Background: an optimization exercise with open tools, aiming at small area, a short achievable clock period and few clock cycles per item. Do not read the settings as production practice. Function was checked by simulation only, so behaviour that the tests miss may differ from the original. Power is estimated from default activity; no workload was simulated.

==> inputs of run X <==
// filter_core
module filter_core #(
    parameter NMAX = 32
) (
    input  wire        clk,
    input  wire        rst_n,
    input  wire        cmd_valid,
    output wire        cmd_ready,
    input  wire [23:0] cmd_data,
    output wire        rsp_valid,
    input  wire        rsp_ready,
    output wire [31:0] rsp_data,
    output wire        fault_o
);
Settings: LEC_CHECK=0, CAP_MARGIN=20, CORE_MARGIN=2, CORE_UTILIZATION=40, SETUP_SLACK_MARGIN=5, SLEW_MARGIN=20; clock period 12.0 ns.
run.sh (not shown) runs the stock make flow with config.mk's settings and CLKGATE_MAP_FILE= SYNTH_SCRIPT=/design/flow/synth_recipe.tcl, a recipe that flattens the netlist after the stock synthesis.
==> run R (differences from run X) <==
--- a/flow/design.v
+++ b/flow/design.v
@@ -252,15 +252,14 @@
     wire       bg_restart;
     reg [1:0]  xstep;        
     reg [3:0]  mstep;        
     reg [31:0] cmin, cmax, cmed;
     reg [4:0]  kk;
     reg [7:0]  min1, max1, medv;
-    reg [9:0]  nmm_r;        
-    reg [5:0]  zh_r, zl0_r, zl1_r;   
-    wire       xdone  = (xstep == 2'd3);
+    reg [5:0]  zh_q, z0_q, z1_q;     
+    wire       xdone  = (xstep == 2'd2);
     wire       mdn    = mstep[3];
     wire       xfirst = (xstep == 2'd0);
     wire       mfirst = (mstep == 4'd0);
     reg [31:0] xb [0:3];
     reg [31:0] bh, bl;
     integer j, q;
@@ -288,13 +287,13 @@
             min_b[3-q] = !zz;
             oo = |(cmax_n & xb[q]);
             if (oo) cmax_n = cmax_n & xb[q];
             max_b[3-q] = oo;
         end
     end
-    wire [31:0] cmed_e = mfirst ? vm : cmed;
+    wire [31:0] cmed_e = (mstep == 4'd1) ? vm : cmed;
     wire [4:0]  wm1    = wcnt[4:0] - 5'd1;
     wire [4:0]  kk_e   = (mstep == 4'd1) ? {1'b0, wm1[4:1]} : kk;
     wire [31:0] md_h0  = cmed_e & ~bh;
     wire [31:0] md_h1  = cmed_e & bh;
     function [5:0] pcnt(input [31:0] v);
         integer p;
@@ -303,12 +302,17 @@
             for (p = 0; p < 32; p = p + 1)
                 pcnt = pcnt + {5'd0, v[p]};
         end
     endfunction
     wire [31:0] md_l0  = md_h0 & ~bl;
     wire [31:0] md_l1  = md_h1 & ~bl;
+    reg  [5:0]  mc_h, mc_0, mc_1;
+    wire        m1     = (mstep == 4'd1);
+    wire [5:0]  zh_r   = m1 ? mc_h : zh_q;
+    wire [5:0]  zl0_r  = m1 ? mc_0 : z0_q;
+    wire [5:0]  zl1_r  = m1 ? mc_1 : z1_q;
     wire        md_bh  = !({1'b0, kk_e} < zh_r);
     wire [4:0]  kk_h   = md_bh ? kk_e - zh_r[4:0] : kk_e;
     wire [31:0] cmed_h = md_bh ? md_h1 : md_h0;
     wire [5:0]  z_l    = md_bh ? zl1_r : zl0_r;
     wire        md_bl  = !({1'b0, kk_h} < z_l);
     wire [4:0]  kk_l   = md_bl ? kk_h - z_l[4:0] : kk_h;
@@ -352,37 +356,55 @@
         for (m = 0; m < MM; m = m + 1) begin
             mprod[m] = mulcs(pin[m], kin[m] & {8{pval[m]}});
             mfull[m] = ksadd(mprod[m][23:0], mprod[m][47:24], 1'b0);
         end
     end
     wire [7:0] rdk_val = kin[kslot[MW-1:0]];
-    wire [7:0] wlast = wp[31];
-    wire [7:0] c_lim = limf(fa, wlast, limit_r);
-    wire [7:0] slide_v = o_csavg ? c_lim : fa;
+    reg  [15:0] op_r;
+    reg         tr_ok;
+    wire [7:0] slide_v = o_csavg ? op_r[7:0] : fa;
     wire [24:0] t_sl_w  = ksadd({11'd0, ts_r}, {16'd0, slide_v}, 1'b0);
     wire [12:0] t_slide = t_sl_w[12:0];
+    function [13:0] trterm(input [7:0] v, input [7:0] lo, input [7:0] hi);
+        reg [47:0] c;
+        reg [24:0] w;
+        begin
+            c = csa({16'd0, v}, {10'd0, 6'h3F, ~lo}, {10'd0, 6'h3F, ~hi});
+            w = ksadd({10'd0, c[13:0]}, {10'd0, c[37:24]}, 1'b1);
+            if (v <= lo)      trterm = {6'h3F, ~hi};
+            else if (v >= hi) trterm = {6'h3F, ~lo};
+            else              trterm = w[13:0];
+        end
+    endfunction
     wire [7:0]  tv   = o_smavg ? fa : w0_r;
     wire        v_le = (tv <= min1);
     wire        v_ge = (tv >= max1);
     wire [7:0]  mn   = v_le ? tv : min1;
     wire [7:0]  mx   = v_ge ? tv : max1;
-    wire [24:0] v_mm_w = ksadd({16'd0, tv}, {14'd0, nmm_r}, 1'b0);
-    wire [10:0] v_mm = {~v_mm_w[10], v_mm_w[9:0]};
-    wire [13:0] d_tr = v_le ? {6'h3F, ~max1} :
-                       v_ge ? {6'h3F, ~min1} : {{3{v_mm[10]}}, v_mm};
-    wire [13:0] d_av = {6'd0, o_avg ? w0_r : slide_v};
-    wire [13:0] d_dn = o_trim ? d_tr : d_av;
+    wire [13:0] d_tr = trterm(tv, min1, max1);
+    wire [13:0] d_dn = o_trim ? op_r[13:0] : {6'd0, op_r[7:0]};
+    wire [7:0]  i_tv  = (iop == OP_SMAVG) ? ia : w0_r;
+    wire [47:0] i_pl  = mulcs(ia, kp[31]);
+    wire [24:0] i_pf  = ksadd(i_pl[23:0], i_pl[47:24], 1'b0);
+    reg  [15:0] i_op;
+    always @(*) begin
+        case (iop)
+            OP_CSAVG:          i_op = {8'd0, limf(ia, wp[31], limit_r)};
+            OP_AVG:            i_op = {8'd0, w0_r};
+            OP_MAVG, OP_SMAVG: i_op = {2'd0, trterm(i_tv, min1, max1)};
+            OP_WSAVG:          i_op = i_pf[15:0];
+            default:           i_op = {8'd0, ia};
+        endcase
+    end
     wire [24:0] x_dn_w = ksadd({10'd0, tw_r}, {10'd0, d_dn}, 1'b0);
     wire [13:0] x_dn = x_dn_w[13:0];
     wire [5:0]  e_d  = o_trim ? nm2[5:0] : n_r[5:0];
     wire [6:0]  e_d3 = o_trim ? n23_r : n3_r;
     wire [7:0]  e_s  = r4step(x_dn[13:8], x_dn[7:6], e_d, e_d3);
     wire [7:0]  nm2  = n_r - 8'd2;
-    wire [47:0] pl_cs  = mulcs(fa, kp[31]);
-    wire [47:0] xw_cs  = csa({3'd0, pacc}, pl_cs[23:0], pl_cs[47:24]);
-    wire [24:0] x_ws_w = ksadd(xw_cs[23:0], xw_cs[47:24], 1'b0);
+    wire [24:0] x_ws_w = ksadd({3'd0, pacc}, {8'd0, op_r}, 1'b0);
     wire [20:0] x_ws   = x_ws_w[20:0];
     reg  [13:0] dk_r;        
     reg  [5:0]  dn_r;        
     reg  [5:0]  dn_d;        
     reg  [6:0]  dn_d3;       
     reg  [6:0]  n3_r;        
@@ -429,28 +451,44 @@
     wire [7:0] n_s2 = r4step(n_s1[5:0], dl[5:4], dn_d, dn_d3);
     wire [7:0] n_s3 = r4step(n_s2[5:0], dl[3:2], dn_d, dn_d3);
     wire [7:0] n_l  = {dl[1:0], n_s1[7:6], n_s2[7:6], n_s3[7:6]};
     reg [5:0] nh_r;          
     wire [5:0] o_rr = n_s1[5:0];
     wire [7:0] o_q  = {dl[5:0], n_s1[7:6]};
-    wire [24:0] o_cmp = ksadd({18'd0, o_rr}, {18'd0, ~nh_r}, 1'b1);
+    reg  [7:0]  thr1, thr2, thr3, thr4;
+    wire [7:0]  f_x   = {dn_r, dlk[1:0]};
+    wire [2:0]  f_dg  = {2'd0, f_x >= thr1} + {2'd0, f_x >= thr2} +
+                        {2'd0, f_x >= thr3} + {2'd0, f_x >= thr4};
     wire [5:0]  dl_inc = dl[5:0] + 6'd1;
-    wire [1:0]  o_dg   = n_s1[7:6];
-    wire [7:0]  w_res  = !o_cmp[6]      ? o_q :
-                         (o_dg == 2'd3) ? {dl_inc, 2'd0} :
-                                          {dl[5:0], o_dg + 2'd1};
-    wire stall  = ok_exec && ((o_trim && !xdone) || (o_med && !mdn) ||
+    wire [7:0]  w_res  = f_dg[2] ? {dl_inc, 2'd0} : {dl[5:0], f_dg[1:0]};
+    wire stall  = ok_exec && ((o_trim && !(xdone && tr_ok)) || (o_med && !mdn) ||
                               ((o_wsavg || o_rdk) && !mdone) ||
                               ((o_rdw || o_wset || o_rdk) && !sub_q));
     wire go     = ok_exec && !stall;
     wire do_shift_w = go && (o_wpush || o_slide);
     wire do_wset    = go && o_wset;
     wire do_kpush   = go && o_kpush;
     wire do_reset   = go && o_reset;
     wire [7:0] shift_in = o_wpush ? fa : slide_v;
     assign bg_restart = do_shift_w || do_wset || do_kpush || do_reset;
+    wire [7:0] mc_nv  = o_wset ? fa : shift_in;
+    wire       mc_in  = do_shift_w || do_wset;
+    wire       mc_out = (do_shift_w && !o_wpush) || do_wset;
+    wire [2:0] mc_a   = mc_in  ? {mc_nv[7] & ~mc_nv[6], ~mc_nv[7] & ~mc_nv[6], ~mc_nv[7]} : 3'd0;
+    wire [2:0] mc_s   = mc_out ? {w0_r[7] & ~w0_r[6], ~w0_r[7] & ~w0_r[6], ~w0_r[7]} : 3'd0;
+    always @(posedge clk) begin
+        if (!rst_n || do_reset) begin
+            mc_h <= 6'd0;
+            mc_0 <= 6'd0;
+            mc_1 <= 6'd0;
+        end else begin
+            mc_h <= mc_h + {5'd0, mc_a[0]} - {5'd0, mc_s[0]};
+            mc_0 <= mc_0 + {5'd0, mc_a[1]} - {5'd0, mc_s[1]};
+            mc_1 <= mc_1 + {5'd0, mc_a[2]} - {5'd0, mc_s[2]};
+        end
+    end
     wire [5:0]  wcnt_n   = do_reset ? 6'd0 : (go && o_wpush) ? wcnt + 6'd1 : wcnt;
     wire [12:0] ksum_n   = do_reset ? 13'd0 : do_kpush ? ksum + {5'd0, fa} : ksum;
     wire [5:0]  gs6      = (6'd32 - wcnt_n) >> MW;
     wire [GW-1:0] gstart_n = gs6[GW-1:0];
     wire dith_eq = (fa == dcand);
     always @(posedge clk) begin
@@ -484,12 +522,14 @@
             rsp_r   <= 32'd0;
             vm      <= 32'd0;
         end else begin
             case (state)
             S_IDLE: begin
                 cmd_r    <= cmd_data;
+                op_r     <= i_op;
+                tr_ok    <= xdone;
                 flt_q    <= dec_fault;
                 o_reset  <= (iop == OP_RESET);
                 o_rdw    <= (iop == OP_RDW);
                 o_rdk    <= (iop == OP_RDK);
                 o_wset   <= (iop == OP_WSET);
                 o_setn   <= (iop == OP_SETN);
@@ -516,12 +556,16 @@
                         rsp_r  <= {8'd0, fast_data};
                         if (f_reset) fault_q <= 1'b0;
                     end
                 end
             end
             S_EXEC: begin
+                if (ok_exec && o_trim && xdone && !tr_ok) begin
+                    op_r[13:0] <= d_tr;
+                    tr_ok      <= 1'b1;
+                end
                 if (flt_q != E_NONE) begin
                     err[flt_q] <= 1'b1;
                     if (mode != M_FAULT) begin
                         fcode <= flt_q;
                         fcmd  <= cmd_r;
                         mode  <= M_FAULT;
@@ -703,39 +747,40 @@
         w0_r  <= wrd;
         sub_q <= in_exec && (o_rdw || o_wset || (o_rdk && mdone)) && !sub_q;
         ts_r  <= tsum - {5'd0, w0_r};
         nh_r  <= n_r[5:0] - {1'b0, n_r[5:1]};
         n3_r  <= {n_r[5:0], 1'b0} + {1'b0, n_r[5:0]};
         n23_r <= n3_r - 7'd6;
+        thr1  <= {2'd0, nh_r};
+        thr2  <= thr1 + {2'd0, n_r[5:0]};
+        thr3  <= thr2 + {2'd0, n_r[5:0]};
+        thr4  <= thr3 + {2'd0, n_r[5:0]};
         tw_r  <= {1'b0, tsum} - {6'd0, w0_r} + {7'd0, n_r[7:1]};
     end
     always @(posedge clk) begin
         if (!rst_n || bg_restart) begin
             xstep <= 2'd0;
-            mstep <= 4'd0;
+            mstep <= 4'd1;
             mst   <= B_RUN0;
             gi    <= gstart_n;
             pacc  <= {9'd0, ksum_n[12:1]};
         end else begin
-            if (xstep == 2'd2)
-                nmm_r <= ~({2'd0, min1} + {2'd0, max1});
             if (!xdone)
                 xstep <= xstep + 2'd1;
             if (!xstep[1]) begin
                 cmin  <= cmin_n;
                 cmax  <= cmax_n;
                 min1  <= {min1[3:0], min_b};
                 max1  <= {max1[3:0], max_b};
             end
             if (!mdn) begin
                 mstep <= mstep + 4'd1;
                 if (!mstep[0]) begin
-                    zh_r  <= pcnt(md_h0);
-                    zl0_r <= pcnt(md_l0);
-                    zl1_r <= pcnt(md_l1);
-                    if (mfirst) cmed <= vm;
+                    zh_q <= pcnt(md_h0);
+                    z0_q <= pcnt(md_l0);
+                    z1_q <= pcnt(md_l1);
                 end else begin
                     kk    <= kk_l;
                     cmed  <= cmed_l;
                     medv  <= {medv[5:0], md_bh, md_bl};
                 end
             end
==> notes.md <==
metric	run X	run R
Run status	complete, no violations	complete, no violations
Minimum clock period	7.34 ns	7.04 ns
Die ar.	228000 um2	236000 um2
Crit path buf inv count	4	6
Instance count of the mapped netlist	9046	9007
Floorplan die height	477 um	486 um
Post-route cell area	103000 um2	105000 um2
CTS sink cnt	1180	1235
Fraction of the mapped netlist area in simple logic gates	12.3%	10.8%
Multiplexer share of the synthesized area	11.4%	13.0%
Avg Vias per Cell	6.49	6.48
Global Route met3 Usage	12.8%	9.59%
Number of antenna violations at the first check in global routing	37	46
Pin count of the biggest net entering global routing	201	182
DP Worst Slack	3.17 ns	3.47 ns
Comb group	0.00856 W	0.0101 W
Yosys cell types	97	96
Detail-routed net length per standard cell	35.9 um	35.7 um
Global-route met1 utilization	46.8%	45.7%
Worst setup endpoint	dn_r[0]	cmin[25]
Switching part of the total power	42.3%	44.9%
Count of vias placed by the detailed router	79781	79756
Count of non-CTS buffers in the layout	485	421
Relative area change from synthesis to final layout	14.7%	12.9%
Testbench counts of run X, summed over its fixed seeds: cycles 20,042, commands 5,286.
Testbench counts of run R, summed over its fixed seeds: cycles 19,768, commands 5,286.

## re-timing with driven ports
The flow's constraints put no driver on any port. The routed layouts listed below were extracted and timed again, unchanged, in two steps.
Step 1 sets driving cells, clkbuf_16 on the clock port and buf_2 on the other inputs (assumed; they add their load-dependent delay and slew).
Step 2 times the ports against the registers' clock, not the clock port: input delays grow and output delays shrink by t, the midpoint of the rising clock arrivals with the driver on.
Three values: no drivers, after step 1, after step 2; two values: the first two.
| run | shift t [ns] | setup WS [ns] | clock arrival spread, ns |
|---|---|---|---|
| run X | 0.939 | 4.656 / 4.656 / 4.280 | 0.055 / 0.054 |
| run R | 0.944 | 4.960 / 4.960 / 4.294 | 0.049 / 0.048 |
After both steps every run listed still meets setup and hold. The setup slack of run R, which loses most, moves by 0.000 ns with the drivers and by -0.666 ns with both steps.
